Background: an optimization exercise with open tools, aiming at small area, a short achievable clock period and few clock cycles per item. Do not read the settings as production practice.
Where RTL was checked, it was by simulation tests only, not by an equivalence proof against the original.
Function not checked in runs 6 and 7: the RTL went through the layout flow alone.

[config.mk]
export PLATFORM = sky130hd
export DESIGN_NAME = sps_eval
export DESIGN_NICKNAME = sps_eval
export VERILOG_FILES = /design/flow/design.v
export SDC_FILE = /design/flow/constraint.sdc
export NUM_CORES = 4
export LEC_CHECK = 0
export CAP_MARGIN = 20
export CORE_MARGIN = 2
export CORE_UTILIZATION = 40
export PLACE_DENSITY = 0.6
export SLEW_MARGIN = 20
[design.v]
module sps_eval (
    input  wire        clk,
    input  wire        rst,           
    input  wire        in_valid,
    output wire        in_ready,
    input  wire [58:0] disc_in,       
    input  wire [42:0] amul_in,       
    input  wire [15:0] pos_in,        
    input  wire [27:0] v0_in,         
    input  wire [30:0] tmul_in,       
    output reg         out_valid,
    output reg  [1:0]  err_out,       
    output wire [57:0] disc_out,      
    output wire [31:0] delta_out      
);
    localparam [1:0] E_OK    = 2'd0;
    localparam [1:0] E_RANGE = 2'd1;
    localparam [1:0] E_DIV0  = 2'd2;
    localparam [1:0] E_NEG   = 2'd3;
    localparam [1:0] P_IDLE = 2'd0;
    localparam [1:0] P_ADD  = 2'd1;
    localparam [1:0] P_SQRT = 2'd2;
    localparam [1:0] P_FULL = 2'd3;
    reg [1:0]  s1;
    reg [3:0]  c1;
    reg [57:0] rad;       
    reg [29:0] rem;       
    reg [28:0] root;      
    reg [15:0] pos1;
    reg [27:0] v01;
    reg [30:0] tmul1;
    reg        neg1, big1;
    assign in_ready = s1[0] == s1[1];     
    function [59:0] sq_step;              
        input [29:0] r;
        input [28:0] s;
        input [1:0]  t;
        reg   [31:0] rs;
        reg   [32:0] df;
        begin
            rs = {r, t};
            df = {1'b0, rs} - {2'b00, s[28:0], 2'b01};
            if (!df[32]) sq_step = {df[29:0], s[27:0], 1'b1};
            else         sq_step = {rs[29:0], s[27:0], 1'b0};
        end
    endfunction
    wire signed [60:0] d_ex = {{2{root[13]}}, root[13], rad[57:0]} + {{18{root[12]}}, root[12:0], rem[29:0]};
    wire d_neg = d_ex[60];
    wire d_big = !d_ex[60] && d_ex[58];
    wire [57:0] d = d_ex[57:0];
    wire [59:0] a1 = sq_step(30'd0, 29'd0, d[57:56]);
    wire [59:0] a2 = sq_step(a1[59:29], a1[28:0], d[55:54]);
    wire [59:0] a3 = sq_step(a2[59:29], a2[28:0], d[53:52]);
    wire [59:0] r1 = sq_step(rem, root, rad[57:56]);
    wire [59:0] r2 = sq_step(r1[59:29], r1[28:0], rad[55:54]);
    wire [29:0] vsum = {2'b00, v01} + {1'b0, root};
    wire        pz   = (pos1 == 16'd0);
    wire        div0 = (vsum[29:1] == 29'd0);
    always @(posedge clk) begin
        if (rst) begin
            s1 <= P_IDLE;
        end else begin
            case (s1)
                P_ADD:   s1 <= P_SQRT;
                P_SQRT:  if (c1 == 4'd12) s1 <= P_FULL;
                default: s1 <= in_valid ? P_ADD : P_IDLE;
            endcase
        end
        c1 <= (s1 == P_SQRT) ? c1 + 4'd1 : 4'd0;
        case (s1)
            P_ADD: begin
                rad  <= (d_neg || d_big) ? 58'd0 : {d[51:0], d[57:52]};
                rem  <= a3[59:29];
                root <= a3[28:0];
                neg1 <= d_neg;
                big1 <= d_big;
            end
            P_SQRT: begin
                rad  <= {rad[53:0], rad[57:54]};
                rem  <= r2[59:29];
                root <= r2[28:0];
            end
            default: begin
                rad  <= disc_in[57:0];
                rem  <= amul_in[29:0];
                root <= {15'd0, disc_in[58], amul_in[42:30]};
            end
        endcase
        if (in_ready) begin
            pos1  <= pos_in;
            v01   <= v0_in;
            tmul1 <= tmul_in;
        end
    end
    wire handoff = (s1 == P_FULL);
    reg        busy2;
    reg [3:0]  c2;
    reg [57:0] disc2;
    reg [28:0] q2;
    reg [28:0] drem;
    reg [30:0] tmul2;
    reg [55:0] acc;
    reg [1:0]  qb;
    reg        rerr;
    assign disc_out  = disc2;
    assign delta_out = acc[55:24];
    function [29:0] dv_step;              
        input [28:0] r;
        input [28:0] dq;
        reg   [29:0] rs;
        reg   [30:0] df;
        begin
            rs = {r, 1'b0};
            df = {1'b0, rs} - {2'b00, dq};
            if (!df[30]) dv_step = {df[28:0], 1'b1};
            else         dv_step = {rs[28:0], 1'b0};
        end
    endfunction
    wire [29:0] e1 = dv_step(drem, q2);
    wire [29:0] e2 = dv_step(e1[29:1], q2);
    wire [55:0] acc_nx = {acc[53:0], 2'b00} + (qb[1] ? {24'd0, tmul2, 1'b0} : 56'd0)
                                            + (qb[0] ? {25'd0, tmul2} : 56'd0);
    wire skip = neg1 | big1 | pz | div0;
    always @(posedge clk) begin
        if (rst) begin
            busy2     <= 1'b0;
            out_valid <= 1'b0;
        end else begin
            out_valid <= 1'b0;
            if (handoff) begin
                busy2     <= !skip;
                out_valid <= skip;
            end else if (busy2 && c2 == 4'd13) begin
                busy2     <= 1'b0;
                out_valid <= 1'b1;
            end
        end
        if (handoff) begin
            c2    <= 4'd0;
            disc2 <= rad;
            q2    <= vsum[29:1];
            drem  <= {3'd0, pos1, 10'd0};
            tmul2 <= tmul1;
            acc   <= 56'd0;
            qb    <= 2'b00;
            rerr  <= 1'b0;
            err_out <= neg1 ? E_NEG : big1 ? E_RANGE : pz ? E_OK : div0 ? E_DIV0 : E_OK;
        end else begin
            c2   <= c2 + 4'd1;
            drem <= e2[29:1];
            qb   <= {e1[0], e2[0]};
            if (c2 == 4'd0 && e1[0]) begin
                rerr    <= 1'b1;
                err_out <= E_RANGE;
            end
            if (!rerr)
                acc <= acc_nx;
        end
    end
endmodule
[constraint.sdc]
create_clock -name core_clock -period 10.0 [get_ports {clk}]
set_input_delay 2.0000 -clock core_clock [delete_from_list [all_inputs] [get_ports {clk}]]
set_output_delay 2.0000 -clock core_clock [all_outputs]
set_load 0.01 [all_outputs]
[run.sh]
#!/bin/bash
# synth_recipe.tcl (not shown) runs the flow's synth.tcl, then flattens the netlist and writes it again
# the make line also repeats each setting of config.mk as NAME=value (left out here)
make -C /OpenROAD-flow-scripts/flow DESIGN_CONFIG=/design/flow/config.mk WORK_HOME=/design/flow/orfs CLKGATE_MAP_FILE= SYNTH_SCRIPT=/design/flow/synth_recipe.tcl finish
==> impl_metrics.tcl, run 1 <==
set metrics [dict create \
    yosys-top-cells-area "edfxtp_1, dfxtp_1, ha_1" \
    min_path_type "flip-flop to flip-flop" \
    grt-ovfl-total 0 \
    max_slew_margin_pct 27.5 \
    cts-root-buf "clkbuf_16" \
    synth_top_area_share_pct 20.3 \
    h-tree-depth 2 \
    drive_above_1_share_pct 4.99 \
    clk_path_buf_depth 3 \
    synth_seq_area_share_pct 35.3 \
    rsz0062_at_grt "false" \
    synthCells 3324 \
    grt_use_met1_pct 30.7 \
    wirelength_um 88500 \
    tns_ns 0 \
    yosysMostFrequentCell "nand2_1" \
    vias 24881 \
    hold_start "tmul1[6]" \
    final_core_util_pct 47.8 \
    final_nets 3986 \
    worst_pin_slew_ns 1.07 \
    hold_viol 0 \
    path_class "flip-flop to flip-flop" \
    antenna_found_initial 1 \
    grt_max_degree 75 \
    dp_hpwl_um 67500 \
    reg2regPathDepth 27 \
    synth_flop_cell "dfxtp_1" \
    globalRouteMet3Util_pct 2.75 \
    drt_iter0_markers 1637 \
    rr_startpoint "q2[0]" \
    grt_pass1_vias 24047 \
    yosysTopAreaCell "edfxtp_1" \
    outcome "no timing/DRC/antenna violations" \
    fp.dieW_um 274 \
    cts_resized 0 \
    wl_per_cell_um 19.6 \
    cts_tree "done" \
    layoutNonFillerInstCount 4519 \
    rrSetupSlack_ns 2.48 \
    die_h_um 274 \
    synth_edf_count 197 \
    clkSinkCount 414 \
    skew_ns 0.0154 \
    cap_violations 0 \
    start_kind "flip-flop" \
    fmax_ghz 0.133 \
    io-pin-count 274 \
    min_to "tmul2[6]" \
    post_cts_buffers 0 \
    insertion_delay_ns 0.61 \
    rows 98 \
    core_um2 71700 \
    post-place-cells 4422 \
    endpoint_kind "flip-flop" \
    synth_fp_nets 3785 \
    clk_pin_slew_ns 0.06 \
    synthTopCellsByCount "nand2_1, a21oi_1, nor2_1" \
    grt_pass1_wl_um 136000 \
    io_buffers 273 \
    synth.cell_area_um2 29100 \
    fin_crit_sh_pct 75.2 \
    hold_depth 0 \
    dieArea_um2 74900 \
    yosys_warnings 1 \
    worstPathArrival_ns 8.06 \
    synthDistinctLibCells 104 \
    ys_seq_elements 414 \
    finalSetupViolations 0 \
    fin_crit_ns 7.52 \
    cts_buffers 51 \
    required_ns 10.53 \
    fillCellCount 6977 \
    r2r-end "drem[21]" \
    start_util_pct 40.5 \
    top_usage_layer "met2" \
    drc 0 \
    place_congestion 0.958 \
    grt_usage_pct 23.1 \
    async_flop_share_pct 0 \
    via_per_inst 5.51 \
    drt_pass1_iterations 5 \
    syn_to_final_growth_pct 17.9 \
    antenna_left 0 \
    met2_usage_pct 38.8 \
    cp_max_fo 56 \
    slew_viol_final 0 \
    cts.hold.buffers_added 0 \
    avgSynthCellArea_um2 8.75 \
]
-- kinds of logic after synthesis --
logic type / count (synthesis) / synth area share, %
AO/OA/AOI/OAI: 1020 / 22.6
XOR/XNOR: 211 / 6.36
flip-flops: 414 / 35.3
adder cells (fa/ha/maj): 281 / 12.9
AND/OR/NAND/NOR: 965 / 15.6
multiplexers: 44 / 1.55
buffers and inverters: 389 / 5.63
-- placed cells by master, fill, tap and decap left out, types with 116 or more instances in the layout --
cell type / n
nand2_1: 318
a21oi_1: 295
nor2_1: 289
clkdlybuf4s50_1: 273
ha_1: 246
inv_1: 244
o21ai_0: 237
dfxtp_1: 216
edfxtp_1: 197
xnor2_1: 116
-- cell type report --
cell class | count | area [um^2] | share of cell area, %
Clock inverter | 34 | 439 | 1.28
Clock buffer | 62 | 1350 | 3.93
Tap cell | 950 | 1190 | 3.47
Sequential cell | 414 | 10300 | 29.9
Inverter | 246 | 926 | 2.70
Antenna cell | 1 | 2.50 | 0.00730
Timing Repair Buffer | 291 | 2870 | 8.37
Multi-Input combinational cell | 2521 | 17200 | 50.3
-- registers in the layout, summed over array words and instances, names as in the netlist, 2 cells and up --
| register | flops |
|---|---|
| qb | 2 |
| root | 29 |
| rad | 58 |
| disc2 | 58 |
| acc | 56 |
| tmul2 | 31 |
| c2 | 4 |
| pos1 | 16 |
| c1 | 4 |
| err_out | 2 |
| rem | 30 |
| drem | 29 |
| tmul1 | 31 |
| v01 | 28 |
| q2 | 29 |
| s1 | 2 |
-- worst max-delay path, cell delays in order (launching register included) --
cell	delay, ns
edfxtp_1	0.43
inv_1	0.11
fa_1	0.41
a21o_1	0.21
a21oi_1	0.30
o21ai_0	0.22
nand2_1	0.12
o22ai_1	0.19
a31o_2	0.30
a41oi_1	0.26
a211o_1	0.25
o211a_1	0.47
buf_4	0.32
o31ai_1	0.13
ha_1	0.38
and3_1	0.21
nand4_1	0.09
or3b_2	0.48
a21oi_1	0.37
a41oi_1	0.25
o41ai_1	0.58
nand2_1	0.14
a21oi_1	0.32
a31oi_4	0.04
buf_4	0.31
a2111oi_0	0.39
a21oi_1	0.06
o21ai_0	0.10
-- worst max path at each step --
| stage | from | end | cells after the start |
|---|---|---|---|
| after floorplan | q2[0] | drem[25] | 26 |
| after global placement | q2[0] | drem[21] | 27 |
| after detailed placement | q2[0] | drem[21] | 27 |
| after CTS | q2[0] | drem[21] | 27 |
| after global routing | q2[0] | drem[1] | 27 |
| final | q2[0] | drem[21] | 27 |
-- per-layer routing --
layer / share of wire (%) / vias to the layer above
li1: - / 12379
met1: 45 / 11709
met2: 47 / 660
met3: 4.8 / 133
met4: 3.2 / 0
met5: 0 / -
-- through the flow --
step / hold slack (ns) / worst slack, ns / area [um^2]
final: 0.417 / 2.48 / 34300
after global routing: 0.423 / 1.82 / 34300
after CTS: 0.419 / 2.47 / 34300
after detailed placement: 0.405 / 2.49 / 32500
after global placement: 0.404 / 2.58 / 32500
after floorplan: 0.400 / 3.84 / 29100
Testbench counts, summed over its fixed seeds: cycles 48,106, items 3,200.
==> inputs of run 2 (changes only) <==
--- a/design.v
+++ b/design.v
@@ -53,4 +53,14 @@
     wire [59:0] a3 = sq_step(a2[59:29], a2[28:0], d[53:52]);
-    wire [59:0] r1 = sq_step(rem, root, rad[57:56]);
-    wire [59:0] r2 = sq_step(r1[59:29], r1[28:0], rad[55:54]);
+    wire [35:0] sx  = {2'b00, rem, rad[57:54]};
+    wire [35:0] nr3 = {{4{1'b1}}, ~root[28:0], 3'b111};
+    wire [35:0] nr4 = {{3{1'b1}}, ~root[28:0], 4'b1100};
+    wire [35:0] nr8 = {{3{1'b1}}, ~root[28:0], 4'b1000};
+    wire [35:0] sd1 = sx + nr3;
+    wire [35:0] sd2 = sx + nr4;
+    wire [35:0] scs = sx ^ nr8 ^ nr3;
+    wire [35:0] scc = (sx & nr8) | (sx & nr3) | (nr8 & nr3);
+    wire [35:0] sd3 = scs + {scc[34:0], 1'b0};
+    wire        sg1 = !sd1[35], sg2 = !sd2[35], sg3 = !sd3[35];
+    wire [29:0] srem_nx = sg3 ? sd3[29:0] : sg2 ? sd2[29:0] : sg1 ? sd1[29:0] : sx[29:0];
+    wire [28:0] root_nx = {root[26:0], sg2, sg3 | (sg1 & !sg2)};
     wire [29:0] vsum = {2'b00, v01} + {1'b0, root};
@@ -79,4 +89,4 @@
                 rad  <= {rad[53:0], rad[57:54]};
-                rem  <= r2[59:29];
-                root <= r2[28:0];
+                rem  <= srem_nx;
+                root <= root_nx;
             end
@@ -106,18 +116,19 @@
     assign delta_out = acc[55:24];
-    function [29:0] dv_step;              
-        input [28:0] r;
-        input [28:0] dq;
-        reg   [29:0] rs;
-        reg   [30:0] df;
-        begin
-            rs = {r, 1'b0};
-            df = {1'b0, rs} - {2'b00, dq};
-            if (!df[30]) dv_step = {df[28:0], 1'b1};
-            else         dv_step = {rs[28:0], 1'b0};
-        end
-    endfunction
-    wire [29:0] e1 = dv_step(drem, q2);
-    wire [29:0] e2 = dv_step(e1[29:1], q2);
-    wire [55:0] acc_nx = {acc[53:0], 2'b00} + (qb[1] ? {24'd0, tmul2, 1'b0} : 56'd0)
-                                            + (qb[0] ? {25'd0, tmul2} : 56'd0);
+    wire [32:0] dx1 = {2'b00, drem, 2'b01};
+    wire [32:0] nq1 = {{4{1'b1}}, ~q2};
+    wire [32:0] nq2 = {{3{1'b1}}, ~q2, 1'b1};
+    wire [32:0] dd1 = dx1 + nq1;
+    wire [32:0] dd2 = dx1 + nq2;
+    wire [32:0] dcs = dx1 ^ nq1 ^ nq2;
+    wire [32:0] dcc = (dx1 & nq1) | (dx1 & nq2) | (nq1 & nq2);
+    wire [32:0] dd3 = dcs + {dcc[31:0], 1'b1};
+    wire        dg1 = !dd1[32], dg2 = !dd2[32], dg3 = !dd3[32];
+    wire [28:0] drem_nx = dg3 ? dd3[28:0] : dg2 ? dd2[28:0] : dg1 ? dd1[28:0] : {drem[26:0], 2'b00};
+    wire [1:0]  dq_nx   = {dg2, dg3 | (dg1 & !dg2)};
+    wire [55:0] ma  = {acc[53:0], 2'b00};
+    wire [55:0] mb  = qb[1] ? {24'd0, tmul2, 1'b0} : 56'd0;
+    wire [55:0] mc  = qb[0] ? {25'd0, tmul2} : 56'd0;
+    wire [55:0] mcs = ma ^ mb ^ mc;
+    wire [55:0] mcc = (ma & mb) | (ma & mc) | (mb & mc);
+    wire [55:0] acc_nx = mcs + {mcc[54:0], 1'b0};
     wire skip = neg1 | big1 | pz | div0;
@@ -149,5 +160,5 @@
             c2   <= c2 + 4'd1;
-            drem <= e2[29:1];
-            qb   <= {e1[0], e2[0]};
-            if (c2 == 4'd0 && e1[0]) begin
+            drem <= drem_nx;
+            qb   <= dq_nx;
+            if (c2 == 4'd0 && dg2) begin
                 rerr    <= 1'b1;
--- a/config.mk
+++ b/config.mk
@@ -9,4 +9,5 @@
 export CORE_MARGIN = 2
-export CORE_UTILIZATION = 40
-export PLACE_DENSITY = 0.6
+export CORE_UTILIZATION = 60
+export PLACE_DENSITY = 0.75
+export SETUP_SLACK_MARGIN = 5
 export SLEW_MARGIN = 20
==> impl_metrics.tcl, run 2 <==
set metrics [dict create \
    cts_buffers 49 \
    wl_per_cell_um 22.5 \
    grt-ovfl-total 0 \
    path_cells "inv_1 > fa_1 > ha_1 > o21ai_0 > a211oi_1 > o311ai_1 > o21ai_1 > a21oi_1 > o21ai_1 > nand3_1 > a21oi_2 > buf_6 > nand2_1 > nor2_1 > a21oi_1 > nand3b_1" \
    start_util_pct 60.6 \
    skew_ns 0.0343 \
    wirelength_um 102000 \
    yosysMostFrequentCell "ha_1" \
    clkSinkCount 414 \
    synthCells 3584 \
    yosysTopAreaCell "edfxtp_1" \
    ys_seq_elements 414 \
    fmax_ghz 0.201 \
    h-tree-depth 2 \
    critPathMaxStageDelay_ns 0.53 \
    rows 85 \
    grt_max_degree 93 \
    endpoint "rem[17]" \
    endpoint_kind "flip-flop" \
    drive_above_1_share_pct 5.54 \
    antenna_left 0 \
    io_buffers 273 \
    fin_crit_ns 4.98 \
    reg2regPathDepth 16 \
    finalSetupViolations 0 \
    synth_flop_cell "dfxtp_1" \
    max_slew_margin_pct 30.0 \
    fp.dieW_um 237 \
    dieArea_um2 56200 \
    synth.cell_area_um2 32600 \
    dp_hpwl_um 78000 \
    r2r-end "rem[17]" \
    synthTopCellsByCount "ha_1, a21oi_1, nor2_1" \
    drc 0 \
    vias 29070 \
    cp_max_fo 40 \
    setup.worst_path.start "root[3]" \
    drt_iter0_markers 2602 \
    start_kind "flip-flop" \
    yosys-top-cells-area "edfxtp_1, dfxtp_1, ha_1" \
    synth_seq_area_share_pct 31.5 \
    syn_to_final_growth_pct 15.5 \
    slowest_stage "fa_1" \
    slew_viol_final 0 \
    synth_top_area_share_pct 18.1 \
    hold_viol 0 \
    insertion_delay_ns 0.62 \
    cap_violations 0 \
    drt_pass1_iterations 9 \
    worstPathArrival_ns 5.53 \
    rrSetupSlack_ns 5.02 \
    synth_edf_count 197 \
    die_h_um 237 \
    cts-root-buf "clkbuf_16" \
    stdcell_area_um2 37700 \
    reg_top3 "disc2 x58, rad x58, acc x56" \
    async_flop_share_pct 0 \
    mostFrequentLayoutCells "ha_1, a21oi_1, clkdlybuf4s50_1" \
    fin_crit_sh_pct 49.8 \
    avgSynthCellArea_um2 9.10 \
    yosys_warnings 1 \
    hold_start "tmul1[17]" \
    antenna_found_initial 5 \
    required_ns 10.55 \
    rsz0062_at_grt "true" \
    synth_fp_nets 4170 \
    clk_path_buf_depth 3 \
    clk_pin_slew_ns 0.06 \
    path_class "flip-flop to flip-flop" \
    final_nets 4369 \
    outcome "no timing/DRC/antenna violations" \
    grt_pass1_vias 28832 \
    min_path_type "flip-flop to flip-flop" \
    grt_pass1_wl_um 158000 \
    grt_usage_pct 35.7 \
    io-pin-count 274 \
    worst_pin_slew_ns 1.05 \
    via_per_inst 6.43 \
    synthDistinctLibCells 106 \
    core_um2 53800 \
    place_congestion 1.07 \
    place_area_um2 35700 \
    tns_ns 0 \
    cts.hold.buffers_added 0 \
    final_common_cell "ha_1" \
    rr_startpoint "root[3]" \
    cts_tree "done" \
]
run 2: changes by cell type in the layout (fill, tap and decap cells not counted), moves of 25 or more:
cell | before | now
inv_1 | 244 | 160
a21o_1 | 95 | 164
nand2_1 | 318 | 249
ha_1 | 246 | 311
and2_1 | 22 | 83
fa_1 | 33 | 89
xnor2_1 | 116 | 161
nor2_1 | 289 | 262
o211ai_1 | 23 | 48
run 2: how the worst min path moves through the flow:
stage	end	slack, ns	cells past startpoint
floorplan	tmul2[0]	0.40	0
global placement	tmul2[3]	0.40	0
detailed placement	tmul2[14]	0.40	0
CTS	tmul2[19]	0.42	0
global route	tmul2[18]	0.42	0
finish	tmul2[17]	0.42	0
run 2: through the flow:
| step | std cells | setup WS [ns] | hold WS, ns | util [%] |
|---|---|---|---|---|
| 5_1_grt | 4520 | 4.99 | 0.421 | 70.0 |
| 2_1_floorplan | 3584 | 5.52 | 0.400 | - |
| 3_5_place_dp | 4415 | 4.59 | 0.405 | 66.3 |
| 6_report | 4521 | 5.02 | 0.421 | 70.0 |
| 3_3_place_gp | 4415 | 4.59 | 0.400 | 66.3 |
| 4_1_cts | 4511 | 5.00 | 0.418 | 69.6 |
run 2: cell families after synthesis:
kind of cell               synth area share [%]
and+or+nand+nor                            13.9
adders and majority gates                  17.6
AOI/OAI and AO/OA                          24.0
xor gates and xnor gates                   7.38
buffers and inverters                      4.19
DFF                                        31.5
muxes                                      1.38
run 2: routing by layer:
layer / track usage, % / vias to the layer above / share of wire [%]
li1: - / 13528 / -
met1: 46.5 / 13940 / 41
met2: 59.3 / 1326 / 47
met3: 5.81 / 270 / 8.2
met4: 14.6 / 6 / 4.4
met5: 0 / - / 0.030
run 2: cell type report:
cell class                      instances  area (um^2)
Multi-Input combinational cell       2850        21300
Fill cell                            4261        16100
Sequential cell                       414        10300
Timing Repair Buffer                  304         2980
Clock buffer                           65         1350
Tap cell                              696          871
Inverter                              164          616
Clock inverter                         27          335
Antenna cell                            1         2.50
run 2: worst max-delay path, delay by kind of cell (launching register included):
family,cells,cell delay (ns)
adder cells (fa/ha/maj),2,0.93
flip-flops,1,0.51
AO/OA/AOI/OAI,8,1.99
AND/OR/NAND/NOR,4,0.90
buffers and inverters,2,0.56
run 2: what timing repair did:
action,in CTS,in global routing
pin swaps,2,12
resized for setup,11,37
endpoints found under the hold margin,0,0
endpoints found under the setup margin,25,56
setup buffers,4,8
Testbench counts of run 2, summed over its fixed seeds: cycles 48,106, items 3,200.
==> inputs of run 3 (changes only) <==
--- a/config.mk
+++ b/config.mk
@@ -11,3 +11,2 @@
 export PLACE_DENSITY = 0.75
-export SETUP_SLACK_MARGIN = 5
 export SLEW_MARGIN = 20
==> impl_metrics.tcl, run 3 <==
set metrics [dict create \
    fmax_ghz 0.180 \
    min_path_type "flip-flop to flip-flop" \
    via_per_inst 6.44 \
    syn_to_final_growth_pct 14.6 \
    slew_viol_final 0 \
    fp.dieW_um 237 \
    critPathMaxStageDelay_ns 0.90 \
    synthDistinctLibCells 106 \
    synth_fp_nets 4170 \
    skew_ns 0.0325 \
    wirelength_um 101000 \
    io_buffers 273 \
    rsz0062_at_grt "false" \
    cp_max_fo 19 \
    outcome "no timing/DRC/antenna violations" \
    dieArea_um2 56200 \
    synth_top_area_share_pct 18.1 \
    endpoint_kind "flip-flop" \
    start_kind "flip-flop" \
    reg_top3 "disc2 x58, rad x58, acc x56" \
    worst_pin_slew_ns 1.09 \
    slowest_stage "dfxtp_1" \
    final_nets 4357 \
    synthTopCellsByCount "ha_1, a21oi_1, nor2_1" \
    grt_pass1_vias 28752 \
    async_flop_share_pct 0 \
    yosysMostFrequentCell "ha_1" \
    place_area_um2 35700 \
    antenna_found_initial 6 \
    cp.buffers_inverters 3 \
    cts_buffers 49 \
    finalSetupViolations 0 \
    post_cts_buffers 0 \
    max_slew_margin_pct 27.3 \
    cts.hold.buffers_added 0 \
    synth.cell_area_um2 32600 \
    grt_usage_pct 35.6 \
    ys_seq_elements 414 \
    rows 85 \
    antenna_left 0 \
    cp_common_cell "a21o_1" \
    stdcell_area_um2 37400 \
    rr_startpoint "root[12]" \
    synth_seq_area_share_pct 31.5 \
    post-place-cells 4415 \
    synthCells 3584 \
    grt_pass1_wl_um 158000 \
    io-pin-count 274 \
    clkSinkCount 414 \
    path_class "flip-flop to flip-flop" \
    place_congestion 1.07 \
    grt-ovfl-total 0 \
    yosysTopAreaCell "edfxtp_1" \
    setup.worst_path.start "root[12]" \
    crit_family "compound AO/OA/AOI/OAI gates" \
    die_h_um 237 \
    drt_iter0_markers 2654 \
    clk_pin_slew_ns 0.06 \
    h-tree-depth 2 \
    fin_crit_sh_pct 55.7 \
    grt_max_degree 93 \
    avgSynthCellArea_um2 9.10 \
    cts-root-buf "clkbuf_16" \
    synth_flop_cell "dfxtp_1" \
    tns_ns 0 \
    yosys-top-cells-area "edfxtp_1, dfxtp_1, ha_1" \
    layoutNonFillerInstCount 4509 \
    dp_hpwl_um 78000 \
    cts_tree "done" \
    holdWs_ns 0.418 \
    insertion_delay_ns 0.62 \
    start_util_pct 60.6 \
    fin_crit_ns 5.57 \
    cts_resized 0 \
    final_common_cell "ha_1" \
    drt_pass1_iterations 7 \
    drive_above_1_share_pct 4.51 \
    core_um2 53800 \
    clk_path_buf_depth 3 \
    required_ns 10.50 \
    mostFrequentLayoutCells "ha_1, a21oi_1, clkdlybuf4s50_1" \
    cap_violations 0 \
    yosys_warnings 1 \
    path_cells "ha_1 > a21o_1 > a21o_1 > a21oi_1 > o21ai_0 > a221o_1 > a21o_1 > xnor2_1 > inv_2 > a21oi_4 > nor2_1 > inv_1 > nand2_1 > inv_1 > ha_1 > nor2_1 > a31oi_1 > a221o_2 > a211oi_4 > or3_1" \
    wl_per_cell_um 22.5 \
    worstPathArrival_ns 6.07 \
    synth_edf_count 197 \
    vias 29056 \
    hold_viol 0 \
    hold_start "tmul1[28]" \
    drc 0 \
]
-- run 3: cell counts after synthesis --
No cell type changed its count.
-- run 3: final cells by class --
type                    instances  area (um^2)
diodes                          1         2.50
clock buffers                  65         1350
clock inverters                27          335
fillers                      4283        16400
inverters                     164          616
multi-input cells            2850        21100
flip-flops and latches        414        10300
well taps                     696          871
repair buffers                292         2880
-- run 3: cell families after synthesis --
| group | Yosys count | share of synthesized area (%) |
|---|---|---|
| simple gates | 930 | 13.9 |
| mux | 44 | 1.38 |
| xor+xnor | 275 | 7.38 |
| flops | 414 | 31.5 |
| buf+inv | 320 | 4.19 |
| compound gates | 1195 | 24.0 |
| fa+ha+maj | 406 | 17.6 |
-- run 3: through the flow --
| step | utilization (%) | worst slack (ns) |
|---|---|---|
| 2_1_floorplan | - | 5.52 |
| 3_3_place_gp | 66.3 | 4.59 |
| 3_5_place_dp | 66.3 | 4.59 |
| 4_1_cts | 69.4 | 4.56 |
| 5_1_grt | 69.5 | 4.05 |
| 6_report | 69.5 | 4.43 |
-- run 3: final timing paths --
| kind | to | cells past startpoint | slack (ns) |
|---|---|---|---|
| setup reg to reg | rem[25] | 20 | 4.43 |
| setup / recovery | rem[25] | 20 | 4.43 |
| hold / removal | tmul2[28] | 0 | 0.42 |
| hold reg to reg | tmul2[28] | 0 | 0.42 |
-- run 3: worst reg2reg max path, delay by kind of cell (launching register included) --
family	cells	cell delay, ns
buf+inv	3	0.39
fa+ha+maj	2	0.65
xor+xnor	1	0.44
flops	1	0.90
simple gates	4	0.65
compound gates	10	2.42
-- run 3: per-layer routing --
layer  share of wire (%)  vias up  global-route usage, %
met5               0.044        -                      0
met4                 4.3        8                   14.3
met3                 8.1      275                   5.73
met2                  47     1298                   59.2
met1                  41    13971                   46.5
li1                    -    13504                      -
==> inputs of run 4 (changes only) <==
--- a/config.mk
+++ b/config.mk
@@ -7,2 +7,3 @@
 export LEC_CHECK = 0
+export ABC_AREA = 1
 export CAP_MARGIN = 20
@@ -11,2 +12,3 @@
 export PLACE_DENSITY = 0.75
+export SETUP_SLACK_MARGIN = 5
 export SLEW_MARGIN = 20
==> impl_metrics.tcl, run 4 <==
set metrics [dict create \
    grt_pass1_wl_um 182000 \
    yosysMostFrequentCell "nand2_1" \
    endpoint_kind "output port" \
    async_flop_share_pct 0 \
    hold_start "tmul1[27]" \
    rr_startpoint "rem[0]" \
    dp_hpwl_um 93700 \
    ys_seq_elements 414 \
    critPathMaxStageDelay_ns 0.76 \
    grt-ovfl-total 0 \
    rrSetupSlack_ns 5.52 \
    path_class "flip-flop to output port" \
    io-pin-count 274 \
    fin_crit_sh_pct 46.1 \
    h-tree-depth 2 \
    slew_viol_final 0 \
    cp_max_fo 61 \
    drive_above_1_share_pct 5.23 \
    mostFrequentLayoutCells "nand2_1, inv_1, a21oi_1" \
    vias 34870 \
    hold_viol 0 \
    worstPathArrival_ns 2.61 \
    post_cts_buffers 0 \
    syn_to_final_growth_pct 13.4 \
    yosysTopAreaCell "edfxtp_1" \
    wl_per_cell_um 19.4 \
    reg2regPathDepth 27 \
    rsz0062_at_grt "false" \
    dieArea_um2 62400 \
    clkSinkCount 414 \
    fmax_ghz 0.217 \
    grt_usage_pct 37.0 \
    crit_family "buffers and inverters" \
    min_path_type "flip-flop to flip-flop" \
    max_slew_margin_pct 34.1 \
    start_util_pct 60.4 \
    cts-root-buf "clkbuf_16" \
    avgSynthCellArea_um2 7.25 \
    synth_fp_nets 5591 \
    cap_violations 0 \
    cts_tree "done" \
    synthDistinctLibCells 64 \
    place_area_um2 39500 \
    min_to "tmul2[27]" \
    synth_top_area_share_pct 16.3 \
    post-place-cells 5959 \
    grt_pass1_vias 33585 \
    grt_max_degree 75 \
    synthCells 5005 \
    via_per_inst 5.77 \
    yosys_warnings 1 \
    cp.buffers_inverters 2 \
    final_nets 5811 \
    fp.dieW_um 250 \
    cts_buffers 46 \
    cts.hold.buffers_added 0 \
    path_cells "inv_1 > ha_4 > clkdlybuf4s50_1" \
    drt_pass1_iterations 6 \
    layoutNonFillerInstCount 6045 \
    synth_flop_cell "dfxtp_1" \
    worst_pin_slew_ns 0.979 \
    synthTopCellsByCount "nand2_1, inv_1, a21oi_1" \
    synth_edf_count 197 \
    place_congestion 1.02 \
    reg_top3 "disc2 x58, rad x58, acc x56" \
    tns_ns 0 \
    wirelength_um 117000 \
    holdWs_ns 0.417 \
    drc 0 \
    clk_path_buf_depth 3 \
    core_um2 60000 \
    outcome "no timing/DRC/antenna violations" \
    r2r-end "rem[11]" \
    drt_iter0_markers 2745 \
    hold_depth 0 \
    yosys-top-cells-area "edfxtp_1, nand2_1, dfxtp_1" \
    io_buffers 273 \
    cts_resized 0 \
    synth.cell_area_um2 36300 \
    skew_ns 0.0241 \
    n_antenna_cell 0 \
    clk_pin_slew_ns 0.06 \
    die_h_um 250 \
    start_kind "flip-flop" \
    insertion_delay_ns 0.61 \
    antenna_left 0 \
    slowest_stage "clkdlybuf4s50_1" \
    synth_seq_area_share_pct 28.3 \
    antenna_found_initial 2 \
    required_ns 8.00 \
    rows 90 \
    stdcell_area_um2 41100 \
    finalSetupViolations 0 \
    fin_crit_ns 4.61 \
    final_common_cell "nand2_1" \
]
-- run 4: cell types whose count changed after synthesis, moves of 130 or more --
cell | before | now
a21o_1 | 164 | 31
a21oi_1 | 303 | 433
inv_1 | 162 | 661
nand2_1 | 252 | 1281
nand3_1 | 49 | 213
nor2_1 | 265 | 427
-- run 4: worst max-delay path by stage --
stage,slack [ns],end,startpoint,cells after the start
floorplan,5.76,err_out[0],s1[0],5
global placement,5.55,rem[2],root[11],17
detailed placement,5.54,rem[1],root[11],20
CTS,5.35,in_ready,s1[0],3
global route,5.18,rem[11],rem[0],27
finish,5.39,in_ready,s1[0],3
-- run 4: final cells by class --
cell class / count / area [um^2]
Multi-Input combinational cell: 3783 / 22800
Fill cell: 5231 / 18900
Sequential cell: 414 / 10300
Timing Repair Buffer: 295 / 2910
Inverter: 685 / 2570
Clock buffer: 53 / 1210
Tap cell: 782 / 978
Clock inverter: 33 / 375
-- run 4: kinds of logic (layout without fill, tap and decap cells) --
logic type	after synthesis	count (layout)	synth area share, %
AOI/OAI and AO/OA	1001	1001	16.6
xor gates and xnor gates	229	229	5.55
adders and majority gates	406	406	15.9
buffers and inverters	808	1066	8.91
DFF	414	414	28.3
muxes	1	1	0.0276
and+or+nand+nor	2146	2146	24.8
-- run 4: metrics by stage --
stage	util [%]	worst slack, ns
finish	68.5	5.39
global route	68.5	5.18
CTS	68.5	5.35
detailed placement	65.9	5.54
global placement	65.8	5.55
floorplan	-	5.76
-- run 4: layer usage --
| metal | vias to the layer above | wire length, um | GRT usage (%) |
|---|---|---|---|
| met5 | - | 31 | 0 |
| met4 | 4 | 6240 | 17.6 |
| met3 | 311 | 8780 | 5.38 |
| met2 | 1444 | 53900 | 61.4 |
| met1 | 16112 | 48400 | 47.4 |
| li1 | 16999 | - | - |
==> inputs of run 5 (changes only) <==
--- a/config.mk
+++ b/config.mk
@@ -7,8 +7,6 @@
 export LEC_CHECK = 0
-export ABC_AREA = 1
 export CAP_MARGIN = 20
 export CORE_MARGIN = 2
-export CORE_UTILIZATION = 60
-export PLACE_DENSITY = 0.75
-export SETUP_SLACK_MARGIN = 5
+export CORE_UTILIZATION = 40
+export PLACE_DENSITY = 0.6
 export SLEW_MARGIN = 20
==> impl_metrics.tcl, run 5 <==
set metrics [dict create \
    cts_resized 0 \
    place_congestion 0.950 \
    cts_buffers 50 \
    holdWs_ns 0.401 \
    rr_startpoint "root[12]" \
    r2r-end "rem[25]" \
    start_util_pct 40.4 \
    antenna_left 0 \
    post-place-cells 4781 \
    wirelength_um 100000 \
    synth_fp_nets 4170 \
    clkSinkCount 414 \
    worst_pin_slew_ns 1.11 \
    synthCells 3584 \
    fmax_ghz 0.180 \
    drive_above_1_share_pct 4.38 \
    final_nets 4359 \
    path_cells "ha_1 > a21o_1 > o21bai_1 > a221oi_1 > o21ai_0 > a21oi_1 > o21ai_0 > a211oi_2 > nand2_1 > ha_1 > nor2b_1 > nand2_1 > mux2i_1 > o21a_2 > a211oi_4 > or3_1" \
    cap_violations 0 \
    drt_iter0_markers 1917 \
    fp.dieW_um 290 \
    yosysMostFrequentCell "ha_1" \
    avgSynthCellArea_um2 9.10 \
    cp_num_cells 16 \
    layoutNonFillerInstCount 4879 \
    ys_seq_elements 414 \
    slew_viol_final 0 \
    grt_pass1_wl_um 154000 \
    syn_to_final_growth_pct 16.1 \
    yosys-top-cells-area "edfxtp_1, dfxtp_1, ha_1" \
    h-tree-depth 2 \
    grt-ovfl-total 0 \
    min_path_type "flip-flop to flip-flop" \
    rsz0062_at_grt "false" \
    dieArea_um2 83800 \
    pre_cts_slack_ns 4.55 \
    yosys_warnings 1 \
    slowest_stage "dfxtp_1" \
    io-pin-count 274 \
    cts_tree "done" \
    grt_usage_pct 23.6 \
    tns_ns 0 \
    drc 0 \
    cp.buffers_inverters 0 \
    hold_viol 0 \
    outcome "no timing/DRC/antenna violations" \
    reg2regPathDepth 16 \
    synthDistinctLibCells 106 \
    critPathMaxStageDelay_ns 0.83 \
    skew_ns 0.0351 \
    vias 27537 \
    rrSetupSlack_ns 4.46 \
    synth_edf_count 197 \
    fin_crit_ns 5.54 \
    crit_family "compound AO/OA/AOI/OAI gates" \
    final_common_cell "ha_1" \
    grt_pass1_vias 26716 \
    fin_crit_sh_pct 55.4 \
    dr_wl_met2_um 45100 \
    start_kind "flip-flop" \
    wl_per_cell_um 20.6 \
    insertion_delay_ns 0.63 \
    antenna_found_initial 5 \
    synth_flop_cell "dfxtp_1" \
    top_layer "met4" \
    yosysTopAreaCell "edfxtp_1" \
    finalWorstSetupSlack_ns 4.46 \
    synth_seq_area_share_pct 31.5 \
    reg_top3 "disc2 x58, rad x58, acc x56" \
    core_um2 80700 \
    wl_met3_um 6190 \
    finalSetupViolations 0 \
    fillCellCount 7770 \
    synthTopCellsByCount "ha_1, a21oi_1, nor2_1" \
    mostFrequentLayoutCells "ha_1, a21oi_1, clkdlybuf4s50_1" \
    worstPathArrival_ns 6.02 \
    async_flop_share_pct 0 \
    post_cts_buffers 0 \
    place_area_um2 36100 \
    clk_pin_slew_ns 0.06 \
    synth_top_area_share_pct 18.1 \
    clk_path_buf_depth 3 \
    rows 104 \
    grt_max_degree 94 \
    via_per_inst 5.64 \
    cp_max_fo 19 \
    synth.cell_area_um2 32600 \
    endpoint_kind "flip-flop" \
    drt_pass1_iterations 6 \
    io_buffers 273 \
    required_ns 10.48 \
    setup.worst_path.start "root[12]" \
    path_class "flip-flop to flip-flop" \
    cts.hold.buffers_added 0 \
    dp_hpwl_um 78200 \
    wl_met1_um 45000 \
    max_slew_margin_pct 25.0 \
    cts-root-buf "clkbuf_16" \
    stdcell_area_um2 37900 \
    die_h_um 290 \
    endpoint "rem[25]" \
]
-- run 5: cell types whose count changed in the layout (fill, tap and decap cells not counted), sizes merged, moves of 42 or more --
cell / before / now
nand2: 1308 / 254
inv: 688 / 165
nand3: 229 / 49
nor2: 445 / 265
a21o: 31 / 164
a21oi: 440 / 308
and2: 4 / 83
o211ai: 116 / 49
a22oi: 0 / 63
xnor2: 110 / 162
nor2b: 0 / 42
-- run 5: kinds of logic (layout without fill, tap and decap cells) --
| kind of cell | count (synthesis) | after routing | synth area share, % |
|---|---|---|---|
| AOI/OAI and AO/OA | 1195 | 1195 | 24.0 |
| xor gates and xnor gates | 275 | 275 | 7.38 |
| adders and majority gates | 406 | 406 | 17.6 |
| buffers and inverters | 320 | 551 | 4.19 |
| DFF | 414 | 414 | 31.5 |
| muxes | 44 | 44 | 1.38 |
| other | 0 | 4 | 0 |
| and+or+nand+nor | 930 | 930 | 13.9 |
-- run 5: worst reg2reg max path, cell delays in order, from the launching register on --
cell      delay (ns)
dfxtp_1         0.83
ha_1            0.47
a21o_1          0.23
o21bai_1        0.17
a221oi_1        0.32
o21ai_0         0.16
a21oi_1         0.23
o21ai_0         0.15
a211oi_2        0.65
nand2_1         0.27
ha_1            0.48
nor2b_1         0.27
nand2_1         0.08
mux2i_1         0.27
o21a_2          0.32
a211oi_4        0.10
or3_1           0.40
-- run 5: final cells by class --
type	instances	area (um^2)	share of cell area, %
flip-flops and latches	414	10300	27.1
clock inverters	33	380	1.00
well taps	1060	1330	3.50
multi-input cells	2850	21000	55.6
diodes	4	10.0	0.0264
inverters	164	616	1.63
clock buffers	61	1330	3.52
repair buffers	293	2880	7.61
-- run 5: metal layers --
metal / up-vias / global-route usage, %
met4: 0 / 9.27
met5: - / 0
met1: 13041 / 31.5
met2: 800 / 37.9
li1: 13515 / -
met3: 181 / 4.16
-- run 5: worst min-delay path by stage --
stage               depth (start not counted)   endpoint       from
CTS                                         0  tmul2[18]  tmul1[18]
detailed placement                          0  tmul2[28]  tmul1[28]
global route                                0  tmul2[18]  tmul1[18]
finish                                      0  tmul2[18]  tmul1[18]
floorplan                                   0   tmul2[0]   tmul1[0]
global placement                            0  tmul2[27]  tmul1[27]
-- run 5: through the flow --
step | util, %
4_1_cts | 46.9
5_1_grt | 46.9
2_1_floorplan | -
3_3_place_gp | 44.8
6_report | 46.9
3_5_place_dp | 44.8
==> inputs of run 6 (changes only) <==
--- a/design.v
+++ b/design.v
@@ -26,3 +26,3 @@
     reg [57:0] rad;       
-    reg [29:0] rem;       
+    reg [27:0] rem;       
     reg [28:0] root;      
@@ -46,3 +46,3 @@
     endfunction
-    wire signed [60:0] d_ex = {{2{root[13]}}, root[13], rad[57:0]} + {{18{root[12]}}, root[12:0], rem[29:0]};
+    wire signed [60:0] d_ex = {{2{root[15]}}, root[15], rad[57:0]} + {{18{root[14]}}, root[14:0], rem[27:0]};
     wire d_neg = d_ex[60];
@@ -53,15 +53,17 @@
     wire [59:0] a3 = sq_step(a2[59:29], a2[28:0], d[53:52]);
-    wire [35:0] sx  = {2'b00, rem, rad[57:54]};
-    wire [35:0] nr3 = {{4{1'b1}}, ~root[28:0], 3'b111};
-    wire [35:0] nr4 = {{3{1'b1}}, ~root[28:0], 4'b1100};
-    wire [35:0] nr8 = {{3{1'b1}}, ~root[28:0], 4'b1000};
-    wire [35:0] sd1 = sx + nr3;
-    wire [35:0] sd2 = sx + nr4;
-    wire [35:0] scs = sx ^ nr8 ^ nr3;
-    wire [35:0] scc = (sx & nr8) | (sx & nr3) | (nr8 & nr3);
-    wire [35:0] sd3 = scs + {scc[34:0], 1'b0};
-    wire        sg1 = !sd1[35], sg2 = !sd2[35], sg3 = !sd3[35];
-    wire [29:0] srem_nx = sg3 ? sd3[29:0] : sg2 ? sd2[29:0] : sg1 ? sd1[29:0] : sx[29:0];
+    wire [32:0] sx  = {1'b0, rem, rad[57:54]};
+    wire [32:0] nr3 = {{3{1'b1}}, ~root[26:0], 3'b111};
+    wire [32:0] nr4 = {{2{1'b1}}, ~root[26:0], 4'b1100};
+    wire [32:0] nr8 = {{2{1'b1}}, ~root[26:0], 4'b1000};
+    wire [32:0] sd1 = sx + nr3;
+    wire [32:0] sd2 = sx + nr4;
+    wire [32:0] scs = sx ^ nr8 ^ nr3;
+    wire [32:0] scc = (sx & nr8) | (sx & nr3) | (nr8 & nr3);
+    wire [32:0] sd3 = scs + {scc[31:0], 1'b0};
+    wire        sg1 = !sd1[32], sg2 = !sd2[32], sg3 = !sd3[32];
+    wire [27:0] srem_nx = sg3 ? sd3[27:0] : sg2 ? sd2[27:0] : sg1 ? sd1[27:0] : sx[27:0];
     wire [28:0] root_nx = {root[26:0], sg2, sg3 | (sg1 & !sg2)};
-    wire [29:0] vsum = {2'b00, v01} + {1'b0, root};
+    wire [29:0] vsum;
+    wire        vs_co;
+    add_bk #(30) u_vsum ({2'b00, v01}, {1'b0, root}, 1'b0, vsum, vs_co);
     wire        pz   = (pos1 == 16'd0);
@@ -82,3 +84,3 @@
                 rad  <= (d_neg || d_big) ? 58'd0 : {d[51:0], d[57:52]};
-                rem  <= a3[59:29];
+                rem  <= a3[56:29];
                 root <= a3[28:0];
@@ -94,4 +96,4 @@
                 rad  <= disc_in[57:0];
-                rem  <= amul_in[29:0];
-                root <= {15'd0, disc_in[58], amul_in[42:30]};
+                rem  <= amul_in[27:0];
+                root <= {13'd0, disc_in[58], amul_in[42:28]};
             end
@@ -116,11 +118,13 @@
     assign delta_out = acc[55:24];
-    wire [32:0] dx1 = {2'b00, drem, 2'b01};
-    wire [32:0] nq1 = {{4{1'b1}}, ~q2};
-    wire [32:0] nq2 = {{3{1'b1}}, ~q2, 1'b1};
-    wire [32:0] dd1 = dx1 + nq1;
-    wire [32:0] dd2 = dx1 + nq2;
-    wire [32:0] dcs = dx1 ^ nq1 ^ nq2;
-    wire [32:0] dcc = (dx1 & nq1) | (dx1 & nq2) | (nq1 & nq2);
-    wire [32:0] dd3 = dcs + {dcc[31:0], 1'b1};
-    wire        dg1 = !dd1[32], dg2 = !dd2[32], dg3 = !dd3[32];
+    wire [31:0] dx1 = {1'b0, drem, 2'b01};
+    wire [31:0] nq1 = {{3{1'b1}}, ~q2};
+    wire [31:0] nq2 = {{2{1'b1}}, ~q2, 1'b1};
+    wire [31:0] dcs = dx1 ^ nq1 ^ nq2;
+    wire [31:0] dcc = (dx1 & nq1) | (dx1 & nq2) | (nq1 & nq2);
+    wire [31:0] dd1, dd2, dd3;
+    wire        dc1, dc2, dc3;
+    add_bk #(32) u_dd1 (dx1, nq1, 1'b0, dd1, dc1);
+    add_bk #(32) u_dd2 (dx1, nq2, 1'b0, dd2, dc2);
+    add_bk #(32) u_dd3 (dcs, {dcc[30:0], 1'b1}, 1'b0, dd3, dc3);
+    wire        dg1 = !dd1[31], dg2 = !dd2[31], dg3 = !dd3[31];
     wire [28:0] drem_nx = dg3 ? dd3[28:0] : dg2 ? dd2[28:0] : dg1 ? dd1[28:0] : {drem[26:0], 2'b00};
@@ -132,3 +136,5 @@
     wire [55:0] mcc = (ma & mb) | (ma & mc) | (mb & mc);
-    wire [55:0] acc_nx = mcs + {mcc[54:0], 1'b0};
+    wire [55:0] acc_nx;
+    wire        acc_co;
+    add_bk #(56) u_acc (mcs, {mcc[54:0], 1'b0}, 1'b0, acc_nx, acc_co);
     wire skip = neg1 | big1 | pz | div0;
@@ -171 +177,32 @@
 endmodule
+module add_bk #(parameter W = 8) (
+    input  wire [W-1:0] a,
+    input  wire [W-1:0] b,
+    input  wire         ci,
+    output wire [W-1:0] y,
+    output wire         co
+);
+    localparam L = $clog2(W);
+    reg [W-1:0] g, p, px;
+    integer i, k;
+    always @* begin
+        px = a ^ b;
+        g  = a & b;
+        g[0] = (a[0] & b[0]) | (px[0] & ci);
+        p  = px;
+        for (k = 0; k < L; k = k + 1) begin
+            for (i = (2 << k) - 1; i < W; i = i + (2 << k)) begin
+                g[i] = g[i] | (p[i] & g[i-(1<<k)]);
+                p[i] = p[i] & p[i-(1<<k)];
+            end
+        end
+        for (k = L - 1; k > 0; k = k - 1) begin
+            for (i = 3*(1 << (k-1)) - 1; i < W; i = i + (1 << k)) begin
+                g[i] = g[i] | (p[i] & g[i-(1<<(k-1))]);
+                p[i] = p[i] & p[i-(1<<(k-1))];
+            end
+        end
+    end
+    assign y  = px ^ {g[W-2:0], ci};
+    assign co = g[W-1];
+endmodule
--- a/config.mk
+++ b/config.mk
@@ -9,4 +9,5 @@
 export CORE_MARGIN = 2
-export CORE_UTILIZATION = 40
-export PLACE_DENSITY = 0.6
+export CORE_UTILIZATION = 60
+export PLACE_DENSITY = 0.75
+export SETUP_SLACK_MARGIN = 5
 export SLEW_MARGIN = 20
==> impl_metrics.tcl, run 6 <==
set metrics [dict create \
    outcome "no timing/DRC/antenna violations" \
    fin_crit_ns 5.13 \
    start_kind "flip-flop" \
    hold_viol 0 \
    io_buffers 273 \
    min_to "tmul2[24]" \
    h-tree-depth 2 \
    cap_violations 0 \
    hold_depth 0 \
    core_um2 51100 \
    reg_top3 "disc2 x58, rad x58, acc x56" \
    final_nets 4103 \
    synthDistinctLibCells 91 \
    grt-ovfl-total 0 \
    worst_pin_slew_ns 1.11 \
    synth_flop_cell "dfxtp_1" \
    wirelength_um 94400 \
    io-pin-count 274 \
    ys_seq_elements 412 \
    final_core_util_pct 71.6 \
    synthCells 3203 \
    async_flop_share_pct 0 \
    die_h_um 231 \
    avgSynthCellArea_um2 9.65 \
    tns_ns 0 \
    clk_pin_slew_ns 0.06 \
    fp.dieW_um 231 \
    synthTopCellsByCount "ha_1, a21oi_1, o21ai_0" \
    drive_above_1_share_pct 8.63 \
    path_class "flip-flop to flip-flop" \
    synth_seq_area_share_pct 33.1 \
    yosysMostFrequentCell "ha_1" \
    cts_buffers 46 \
    synth.cell_area_um2 30900 \
    grt_pass1_vias 26162 \
    min_path_type "flip-flop to flip-flop" \
    skew_ns 0.0281 \
    via_per_inst 6.26 \
    synth_fp_nets 3857 \
    wl_per_cell_um 22.6 \
    vias 26099 \
    rows 83 \
    required_ns 10.44 \
    rr_startpoint "rem[0]" \
    synth_edf_count 197 \
    max_slew_margin_pct 25.8 \
    synth_top_area_share_pct 19.1 \
    mostFrequentLayoutCells "ha_1, clkdlybuf4s50_1, a21oi_1" \
    start_util_pct 60.5 \
    hold_start "tmul1[24]" \
    yosys_warnings 4 \
    endpoint_kind "flip-flop" \
    final_common_cell "ha_1" \
    drt_pass1_iterations 5 \
    worstPathArrival_ns 5.56 \
    syn_to_final_growth_pct 18.4 \
    dieArea_um2 53300 \
    grt_max_degree 86 \
    clk_path_buf_depth 3 \
    finalSetupViolations 0 \
    drc 0 \
    fmax_ghz 0.195 \
    clkSinkCount 412 \
    yosys-top-cells-area "edfxtp_1, dfxtp_1, ha_1" \
    insertion_delay_ns 0.61 \
    rrSetupSlack_ns 4.87 \
    grt_usage_pct 34.5 \
    grt_pass1_wl_um 143000 \
    drt_iter0_markers 2055 \
    cts-root-buf "clkbuf_16" \
    cp_max_fo 6 \
    reg2regPathDepth 21 \
    fin_crit_sh_pct 51.3 \
    antenna_left 0 \
    r2r-end "rem[5]" \
    slew_viol_final 0 \
    antenna_found_initial 7 \
    rsz0062_at_grt "true" \
    cts_tree "done" \
    yosysTopAreaCell "edfxtp_1" \
    dp_hpwl_um 70300 \
    place_congestion 1.06 \
]
## run 6: timing repair
action,4_1_cts,5_1_grt
hold buffers,0,0
cloned,1,1
gates resized for setup,74,86
setup endpoints to repair,72,79
buffers inserted,32,24
pin swaps,32,33
## run 6: cell type report
class                      count  area (um^2)
clock inverter                35          403
multi-input combinational   2476        19900
inverter                     169          644
antenna                        4         10.0
timing repair buffer         344         3330
sequential                   412        10300
fill                        3779        14500
tap                          680          851
clock buffer                  51         1180
## run 6: how the worst max path moves through the flow
stage                        end  slack [ns]     from  cells past startpoint
after global routing      rem[5]        4.70  rem[12]                     20
after floorplan           rem[3]        5.01   rem[0]                     22
final                     rem[5]        4.87   rem[0]                     21
after CTS                 rem[0]        4.83   rem[0]                     24
after detailed placement  rem[3]        3.76   rem[0]                     22
after global placement    rem[3]        3.86   rem[0]                     22
## run 6: per-stage QoR
stage	setup slack (ns)	hold slack (ns)	cell area (um^2)	cells
floorplan	5.01	0.400	30900	3203
global placement	3.86	0.407	33900	4023
detailed placement	3.76	0.406	33900	4023
CTS	4.83	0.422	36100	4142
global route	4.70	0.424	36600	4171
finish	4.87	0.420	36600	4171
## run 6: cell families after synthesis
group | synth area share (%)
fa+ha+maj | 22.9
flops | 33.1
simple gates | 12.6
xor+xnor | 6.14
compound gates | 19.3
buf+inv | 4.39
mux | 1.66
## run 6: worst max-delay path: stages, from the launching register on
cell and delay [ns]:
dfxtp_4 0.35, ha_4 0.16, fa_2 0.37, a211oi_4 0.28, o211ai_1 0.20, nand3_1 0.23, a211oi_4 0.10, nor3_4 0.30
o21ai_4 0.10, a221o_4 0.45, xor2_4 0.24, buf_4 0.19, nand2_1 0.11, ha_4 0.30, inv_1 0.09, o21ai_2 0.08
a221o_1 0.38, nor3b_4 0.18, buf_4 0.15, or4_4 0.47, nand3_2 0.08, o2111ai_2 0.15
## run 6: metal layers
metal | track usage, % | share of wire (%) | vias to the layer above
met5 | 0 | 0.019 | -
met4 | 16.0 | 4.9 | 4
met3 | 5.04 | 6.8 | 254
met2 | 58.1 | 48 | 1061
met1 | 43.7 | 40 | 12734
li1 | - | - | 12046
==> inputs of run 7 (changes only) <==
==> flow/run.sh (new file) <==
#!/bin/bash
# Standard layout, with the port buffers made of the smallest buffer cell
# instead of the cell buffer_ports picks by itself.
set -euo pipefail
export BUFFER_PORTS_ARGS="-buffer_cell sky130_fd_sc_hd__buf_1"
bash standard.sh > standard_flow.log 2>&1
==> standard.sh (new file) <==
#!/bin/bash
# synth_recipe.tcl (not shown) runs the flow's synth.tcl, then flattens the netlist and writes it again
# the make line also repeats each setting of config.mk as NAME=value (left out here)
make -C /OpenROAD-flow-scripts/flow DESIGN_CONFIG=/design/flow/config.mk WORK_HOME=/design/flow/orfs CLKGATE_MAP_FILE= SYNTH_SCRIPT=/design/flow/synth_recipe.tcl "${@:-finish}"
--- a/config.mk
+++ b/config.mk
@@ -10,2 +10,3 @@
 export CORE_UTILIZATION = 60
+export CTS_BUF_LIST = sky130_fd_sc_hd__clkbuf_4 sky130_fd_sc_hd__clkbuf_8
 export PLACE_DENSITY = 0.75
removed: run.sh
==> impl_metrics.tcl, run 7 <==
set metrics [dict create \
    outcome "no timing/DRC/antenna violations" \
    fin_crit_sh_pct 52.6 \
    ys_seq_elements 412 \
    slew_viol_final 0 \
    skew_ns 0.0265 \
    yosys-top-cells-area "edfxtp_1, dfxtp_1, ha_1" \
    final_nets 4130 \
    wirelength_um 92700 \
    cap_violations 0 \
    worstPathArrival_ns 5.78 \
    rsz0062_at_grt "true" \
    clk_pin_slew_ns 0.07 \
    die_h_um 231 \
    start_util_pct 60.5 \
    insertion_delay_ns 0.68 \
    syn_to_final_growth_pct 12.6 \
    io_buffers 273 \
    yosysMostFrequentCell "ha_1" \
    pre_cts_slack_ns 3.82 \
    path_class "flip-flop to flip-flop" \
    dp_hpwl_um 70200 \
    synthTopCellsByCount "ha_1, a21oi_1, o21ai_0" \
    synth_edf_count 197 \
    rows 83 \
    async_flop_share_pct 0 \
    mostFrequentLayoutCells "ha_1, buf_1, a21oi_1" \
    yosys_warnings 4 \
    antenna_left 0 \
    fmax_ghz 0.190 \
    fin_crit_ns 5.26 \
    grt_usage_pct 34.4 \
    synth_top_area_share_pct 19.1 \
    grt-ovfl-total 0 \
    synth_flop_cell "dfxtp_1" \
    place_congestion 0.998 \
    reg_top3 "disc2 x58, rad x58, acc x56" \
    final_common_cell "ha_1" \
    grt_pass1_vias 26277 \
    regArea_um2 10300 \
    finalSetupViolations 0 \
    cts_tree "done" \
    fp.dieW_um 231 \
    synth.cell_area_um2 30900 \
    multi_input_comb_area_um2 19900 \
    hold_viol 0 \
    synth_fp_nets 3857 \
    antenna_found_initial 8 \
    cts.hold.buffers_added 0 \
    via_per_inst 6.19 \
    dieArea_um2 53300 \
    clk_path_buf_depth 3 \
    drc 0 \
    finalWorstSetupSlack_ns 4.74 \
    fillCellCount 4012 \
    cp_max_fo 4 \
    clkSinkCount 412 \
    synth_seq_area_share_pct 33.1 \
    avgSynthCellArea_um2 9.65 \
    drt_iter0_markers 2043 \
    h-tree-depth 3 \
    max_slew_margin_pct 27.3 \
    required_ns 10.52 \
    drt_pass1_iterations 8 \
    grt_max_degree 86 \
    core_um2 51100 \
    synthCells 3203 \
    grt_pass1_wl_um 143000 \
    endpoint_kind "flip-flop" \
    vias 26111 \
    io-pin-count 274 \
    start_kind "flip-flop" \
    yosysTopAreaCell "edfxtp_1" \
    cts-root-buf "clkbuf_8" \
    synthDistinctLibCells 91 \
    min_path_type "flip-flop to flip-flop" \
    tns_ns 0 \
    wl_per_cell_um 22.0 \
    cts_buffers 73 \
    worst_pin_slew_ns 1.09 \
    drive_above_1_share_pct 9.70 \
]
==> run 7: cell counts after synthesis <==
No cell type changed its count.
==> run 7: final cells by class <==
| type | instances | area share (%) |
|---|---|---|
| Clock inverter | 28 | 0.658 |
| Sequential cell | 412 | 29.5 |
| Antenna cell | 6 | 0.0431 |
| Timing Repair Buffer | 346 | 4.65 |
| Multi-Input combinational cell | 2474 | 57.1 |
| Clock buffer | 106 | 3.81 |
| Inverter | 169 | 1.85 |
| Tap cell | 680 | 2.44 |
==> run 7: worst max-delay path, cell delays in order, from the launching register on <==
cell	delay, ns
dfxtp_4	0.35
ha_4	0.16
fa_2	0.36
a211oi_2	0.27
o211ai_1	0.27
a41oi_2	0.33
nand3_2	0.12
a31o_4	0.26
a41o_4	0.23
a31oi_4	0.16
xor2_2	0.22
ha_4	0.19
inv_4	0.04
mux2_4	0.29
inv_4	0.06
mux2i_2	0.22
ha_1	0.31
a21oi_2	0.20
o21ai_2	0.11
nor3b_4	0.31
mux2_4	0.34
a221oi_2	0.24
a21oi_1	0.06
==> run 7: repair_timing <==
action | in CTS | in global routing
buffers inserted | 36 | 21
pin swaps | 30 | 40
endpoints found under the setup margin | 83 | 78
gates resized for setup | 72 | 80
==> run 7: path summary, 6_finish.rpt <==
path	from	slack [ns]	to	cells after the start
min reg2reg	tmul1[1]	0.42	tmul2[1]	0
max reg2reg	rem[0]	4.74	rem[3]	22
min	tmul1[1]	0.42	tmul2[1]	0
max	rem[0]	4.74	rem[3]	22
==> run 7: logic make-up (layout without fill, tap and decap cells) <==
kind of cell    count (synthesis)  in the layout  share of synthesized area, %
flops                         412            412                          33.1
buf+inv                       317            649                          4.39
mux                            50             50                          1.66
compound gates                939            939                          19.3
simple gates                  799            799                          12.6
fa+ha+maj                     474            474                          22.9
xor+xnor                      212            212                          6.14
other cells                     0              6                             0
==> run 7: routing by layer <==
metal,global-route usage (%),share of wire (%)
met1,43.3,40
met2,56.9,47
met3,5.41,7.2
met4,19.0,5.7
met5,0,0.014
==> run 7: metrics by stage <==
step | utilization, % | hold WS (ns) | cells | instance area [um^2]
finish | 68.1 | 0.419 | 4221 | 34800
global route | 68.1 | 0.426 | 4220 | 34800
CTS | 67.2 | 0.417 | 4194 | 34300
detailed placement | 63.1 | 0.405 | 4024 | 32200
global placement | 63.1 | 0.403 | 4024 | 32200
floorplan | - | 0.400 | 3203 | 30900

separate check: timing with driven ports:
No port has a modelled driver above. Below, the same layouts with a new extraction and two added sets of constraints. Step 1, drivers: a clkbuf_16 drives clk and a buf_2 each remaining input, both assumed. Step 2 moves the port delays by t, midway between the first and last clock arrival at a register: inputs arrive t later, outputs are due t later. That takes back most of the time a late clock gives input paths. Three values: ideal ports, drivers, drivers and shift; two values: the first two.
run | shift t [ns] | setup slack, ns | worst setup path at the end | slew at the worst register clock pin (ns)
run 1 | 0.664 | 2.477 / 2.477 / 2.477 | register to register | 0.06 / 0.06
run 2 | 0.659 | 5.020 / 5.020 / 5.020 | register to register | 0.07 / 0.07
run 3 | 0.660 | 4.432 / 4.432 / 4.432 | register to register | 0.07 / 0.07
run 4 | 0.659 | 5.386 / 5.322 / 5.524 | register to register | 0.07 / 0.07
run 5 | 0.674 | 4.459 / 4.459 / 4.459 | register to register | 0.07 / 0.07
run 6 | 0.661 | 4.873 / 4.873 / 4.873 | register to register | 0.07 / 0.07
run 7 | 0.720 | 4.738 / 4.738 / 4.738 | register to register | 0.07 / 0.07
After both steps setup and hold are still met in every run listed.
